What follows belongs to an exercise in optimizing a design on an open flow for small area; a production flow would make more cautious choices. RTL that was checked went through simulation tests only; none was proved equivalent to the original. Power figures rest on the tool's default switching activity, not on a simulated workload.

==> job 2309 <==
Design ook_codec, start of the top module:
module ook_codec (
    input  wire        clk,
    input  wire        rst_n,
    input  wire [3:0]  reg_addr,      
    input  wire        reg_wr,
    input  wire        reg_rd,
    input  wire [31:0] reg_wdata,
    output reg  [31:0] reg_rdata,
    input  wire [31:0] now_us,
    input  wire        edge_valid,
    output wire        pin_dir,
    output wire        pin_out,
    output wire        edge_en,
    output reg         pin_release
);
    localparam [3:0] A_CMD = 4'h0, A_STATUS = 4'h1, A_TX_CODE = 4'h2, A_TX_CFG = 4'h3,
                     A_TX_PULSE = 4'h4, A_RX_TOL = 4'h5, A_RX_CODE_LO = 4'h6,
                     A_RX_CODE_HI = 4'h7, A_RX_META = 4'h8, A_RX_UNIT = 4'h9,
                     A_RX_TIME = 4'hA, A_RX_SEQ = 4'hB, A_WAVE_HIGH = 4'hC,
                     A_WAVE_LOW = 4'hD;
    localparam [1:0] M_OFF = 2'd0, M_TX = 2'd1, M_RX = 2'd2;
    localparam [3:0] E_OK = 4'd0, E_MODE_CONFLICT = 4'd1, E_NOT_ENABLED = 4'd2,
                     E_UNSUPPORTED = 4'd3, E_CODE_TOO_WIDE = 4'd4, E_INVALID = 4'd5,
                     E_BUSY = 4'd6, E_ILLEGAL = 4'd7;
  ...
Settings: LEC_CHECK=0, CAP_MARGIN=20, CORE_MARGIN=2, CORE_UTILIZATION=30, CTS_BUF_LIST=sky130_fd_sc_hd__clkbuf_4, GPL_ROUTABILITY_DRIVEN=1, PLACE_DENSITY=0.45, SLEW_MARGIN=20; clock period 20.0 ns.
run.sh (not shown) runs the stock make flow with config.mk's settings and CLKGATE_MAP_FILE= SYNTH_SCRIPT=/design/flow/synth_recipe.tcl, a recipe that flattens the netlist after the stock synthesis.
==> job 9832: changes against job 2309 <==
--- a/flow/design.v
+++ b/flow/design.v
@@ -37,41 +37,31 @@
     reg        pp;            
     reg        nz1, nz2;      
     reg [NSLOT*SW-1:0] ring;
     reg [6:0]  ptr;           
     assign busy = (state != S_IDLE);
-    wire [31:0] d;
-    wire [32:0] gap_e;        
-    wire        gap_co;
-    ook_rca #(32) u_d   (.a(now_us), .b(~last_ts), .ci(1'b1), .s(d), .co());
-    ook_rca #(33) u_gap (.a({1'b0, d}), .b(~{1'b0, t0}), .ci(1'b1), .s(gap_e), .co(gap_co));
+    wire [31:0] d        = now_us - last_ts;
     wire        is_gap   = d > 32'd5000;
-    wire        gap_near = (!gap_e[32] && (gap_e[31:8] == 24'd0) && (gap_e[7:0] <= 8'd200)) ||
-                           ( gap_e[32] && (gap_e[31:8] == 24'hFFFFFF) && (gap_e[7:0] >= 8'd56));
-    wire        is_rep   = is_gap && (change_count != 7'd0) && gap_near;
+    wire [31:0] gap_diff = (d > t0) ? (d - t0) : (t0 - d);
+    wire        is_rep   = is_gap && (change_count != 7'd0) && (gap_diff <= 32'd200);
     wire        confirm  = is_rep && repeat_count;
     wire [6:0]  cc_g    = is_gap ? 7'd0 : change_count;
     wire        cc_ovf  = (cc_g >= 7'd68);
     wire [6:0]  cc_new  = cc_ovf ? 7'd0 : cc_g;
     wire        rc_new  = cc_ovf ? 1'b0 : (is_rep | repeat_count);
-    wire [32:0] d3s;
-    wire        d3c;
-    wire [33:0] d25s;
-    wire        d25c;
-    ook_rca #(33) u_d3  (.a({1'b0, d}), .b({d, 1'b0}), .ci(1'b0), .s(d3s), .co(d3c));
-    ook_rca #(34) u_d25 (.a({d3c, d3s}), .b({5'd0, d[31:3]}), .ci(1'b0), .s(d25s), .co(d25c));
-    wire [36:0] d25 = {d25s, d[2:0]};
+    wire [36:0] d25 = {1'b0, d, 4'd0} + {2'b0, d, 3'd0} + {5'd0, d};
     wire [28:0] ud    = pp ? ud2 : {2'b0, ud1};
     wire [38:0] mdiv  = {n25, 2'b00};
     wire        mbit  = mdiv[cnt[3:0]];
     wire [29:0] trial = {rem, mbit};
-    wire [29:0] tsub;
-    wire        ge;
-    ook_rca #(30) u_div (.a(trial), .b(~{1'b0, ud}), .ci(1'b1), .s(tsub), .co(ge));
+    wire [30:0] tsub  = {1'b0, trial} - {2'b0, ud};
+    wire        ge    = !tsub[30];
     wire [9:0]  fq    = quo[9:0];
     wire        fsat  = quo[10];
     wire        fex   = (rem == 29'd0);
+    wire        udz   = (ud == 29'd0);
+    wire        xz    = (n25 == 37'd0);
     function [8:0] thr;
         input [9:0] f;
         input       ex;
         input [9:0] kk;
         reg   [10:0] t;
@@ -79,12 +69,12 @@
             if (f >= kk) t = {1'b0, f} - {1'b0, kk} + {10'd0, ~ex};
             else         t = {1'b0, kk} - {1'b0, f};
             thr = (t > 11'd255) ? 9'd256 : t[8:0];
         end
     endfunction
-    wire [8:0]  th1 = fsat ? 9'd256 : thr(fq, fex, 10'd100);
-    wire [8:0]  thu = fsat ? 9'd256 : thr(fq, fex, pp ? 10'd200 : 10'd300);
+    wire [8:0]  th1 = udz ? (xz ? 9'd0 : 9'd256) : fsat ? 9'd256 : thr(fq, fex, 10'd100);
+    wire [8:0]  thu = udz ? (xz ? 9'd0 : 9'd256) : fsat ? 9'd256 : thr(fq, fex, pp ? 10'd200 : 10'd300);
     wire [SW-1:0] head = ring[NSLOT*SW-1 -: SW];
     wire [8:0]    h_t0 = head[17:9];
     wire [8:0]    h_t1 = head[8:0];
     wire [6:0]    ccm2     = change_count - 7'd2;
     wire [6:0]    ins_slot = {ccm2[6:1], pp};
@@ -235,28 +225,10 @@
                 default: state <= S_IDLE;
             endcase
         end
     end
 endmodule
-module ook_rca #(parameter integer W = 8) (
-    input  wire [W-1:0] a,
-    input  wire [W-1:0] b,
-    input  wire         ci,
-    output wire [W-1:0] s,
-    output wire         co
-);
-    wire [W:0] c;
-    assign c[0] = ci;
-    genvar i;
-    generate
-        for (i = 0; i < W; i = i + 1) begin : g_bit
-            assign s[i]   = a[i] ^ b[i] ^ c[i];
-            assign c[i+1] = (a[i] & b[i]) | (c[i] & (a[i] ^ b[i]));
-        end
-    endgenerate
-    assign co = c[W];
-endmodule
 module ook_codec (
     input  wire        clk,
     input  wire        rst_n,
     input  wire [3:0]  reg_addr,      
     input  wire        reg_wr,
@@ -278,11 +250,11 @@
     localparam [1:0] M_OFF = 2'd0, M_TX = 2'd1, M_RX = 2'd2;
     localparam [3:0] E_OK = 4'd0, E_MODE_CONFLICT = 4'd1, E_NOT_ENABLED = 4'd2,
                      E_UNSUPPORTED = 4'd3, E_CODE_TOO_WIDE = 4'd4, E_INVALID = 4'd5,
                      E_BUSY = 4'd6, E_ILLEGAL = 4'd7;
     localparam [1:0] K_ONE = 2'd0, K_U = 2'd1, K_S = 2'd2;
-    function [43:0] pmul_ops;
+    function [21:0] pmul;
         input [15:0] p;
         input [1:0]  k;
         input        p2;
         reg   [21:0] x, y;
         begin
@@ -297,16 +269,16 @@
                     if (p2) begin
                         x = {3'd0, p, 3'd0};              
                         y = {5'd0, p, 1'b0};
                     end else begin
                         x = {1'b0, p, 5'd0};              
-                        y = ~{6'd0, p};                   
+                        y = ~{6'd0, p} + 22'd1;
                     end
                 end
                 default: ;
             endcase
-            pmul_ops = {x, y};
+            pmul = x + y;
         end
     endfunction
     reg [1:0]  mode;
     reg        busy;
     reg        busy_d;        
@@ -376,30 +348,21 @@
         else if (cur_bit ^ tx_low)
             cur_k = K_U;
         else
             cur_k = K_ONE;
     end
-    wire [43:0] cur_ops = pmul_ops(tx_pulse, cur_k, tx_p2);
-    wire [21:0] cur_dur;
-    wire [31:0] elapsed;
-    wire        dur_met;
-    ook_rca #(22) u_cur (.a(cur_ops[43:22]), .b(cur_ops[21:0]), .ci(cur_k == K_S && !tx_p2),
-                         .s(cur_dur), .co());
-    ook_rca #(32) u_el  (.a(now_us), .b(~tx_seg_start), .ci(1'b1), .s(elapsed), .co());
-    ook_rca #(22) u_cmp (.a(elapsed[21:0]), .b(~cur_dur), .ci(1'b1), .s(), .co(dur_met));
-    wire        seg_done = busy && ((elapsed[31:22] != 10'd0) || dur_met);
+    wire [21:0] cur_dur  = pmul(tx_pulse, cur_k, tx_p2);
+    wire [31:0] elapsed  = now_us - tx_seg_start;
+    wire        seg_done = busy && (elapsed >= {10'd0, cur_dur});
     reg  [1:0]  wave_k;
     always @(*) begin
         if (!raddr_q[0])                        
             wave_k = (wave_kind == 2'd1) ? K_U : K_ONE;
         else                                    
             wave_k = (wave_kind == 2'd0) ? K_U : (wave_kind == 2'd1) ? K_ONE : K_S;
     end
-    wire [43:0] wave_ops = pmul_ops(wave_pulse, wave_k, wave_p2);
-    wire [21:0] wave_val;
-    ook_rca #(22) u_wave (.a(wave_ops[43:22]), .b(wave_ops[21:0]), .ci(wave_k == K_S && !wave_p2),
-                          .s(wave_val), .co());
+    wire [21:0] wave_val = pmul(wave_pulse, wave_k, wave_p2);
     always @(*) begin
         case (raddr_q)
             A_STATUS:     reg_rdata = {22'd0, rx_valid, rx_ovf, err, tx_abort, busy_d, mode};
             A_TX_CODE:    reg_rdata = tx_code_r;
             A_TX_CFG:     reg_rdata = {8'd0, cfg_repeat, 4'd0, cfg_proto, 2'd0, cfg_width};
Settings changed: CTS_BUF_LIST sky130_fd_sc_hd__clkbuf_4 to not set.
==> summary.txt <==
quantity                                                       job 2309    job 9832
Outcome                                        timing/DRC/antenna clean  timing/DRC/antenna clean
Simple logic cell fraction of the synthesized area                8.20%       11.9%
Mux share of post-synthesis cell area                             4.25%       3.25%
Launch instance of the worst register-to-register path  u_rx.last_ts[0]   tx_bit[0]
Register-to-Register Path Depth                                      45          30
Clock buffer instance count of the final layout                     672         256
Overall routed net length                                    149,000 µm  178,000 µm
Critical path data arrival time                                20.57 ns    14.19 ns
Clock network area share                                          8.04%       7.87%
Sequential Power Share                                            51.0%       44.4%
Final core area utilization                                       35.5%       34.9%
R2R setup slack                                                 3.16 ns     9.15 ns
Number of filler cells placed in the layout                      19,406      22,154
Worst path setup slack after routing                           0.415 ns     6.24 ns
Starting density of the core                                      30.2%       30.1%
Final worst clock skew                                         0.142 ns   0.0516 ns
Post-synthesis instance total                                     4,680       6,285
Cts bufs inserted                                                   460         175
Non-clock buffer count in the final layout                          228         183
Met2 layer usage reported by global route                         22.8%       23.5%
Wire length of the first global-routing pass                 226,000 µm  272,000 µm
Highest achievable clock rate                                  51.1 MHz    72.7 MHz
Die Height                                                       447 µm      476 µm
Total power                                                     7350 µW     8440 µW
Multi-In Gates                                                    2,472       3,943
Slew at the pin with the worst max-slew slack                  0.998 ns     1.22 ns
No functional check of the RTL was part of job 2309.

## static timing again, ports no longer ideal
How much do the figures lean on ideal ports? The routed layouts below were timed once more, with nothing changed but the port constraints. Step 1 sets driving cells, clkbuf_16 on the clock port and buf_2 on the other inputs (assumed; they add their load-dependent delay and slew). Step 2 adds t to the input delays and takes it off the output delays; t is the mean of the earliest and latest rising clock arrival at the registers after step 1. Input paths then give back, and output paths get back, about the clock's delay inside the block. Slacks: ideal ports / drivers / drivers and shift; pairs: ideal ports / drivers.
| run | t, ns | setup WS [ns] | hold WS [ns] | worst setup path after step 2 | pins driven straight from the clock port |
|---|---|---|---|---|---|
| job 2309 | 1.355 | 0.415 / 0.467 / -0.887 | 0.216 / 0.216 / 0.216 | input to register | 1 |
| job 9832 | 0.883 | 6.238 / 6.249 / 5.365 | 0.307 / 0.307 / 0.307 | input to register | 1 |
Met with ideal ports but missed after step 2: setup timing in job 2309. The setup slack of job 2309, which loses most, moves by +0.052 ns with the drivers and by -1.302 ns with both steps.
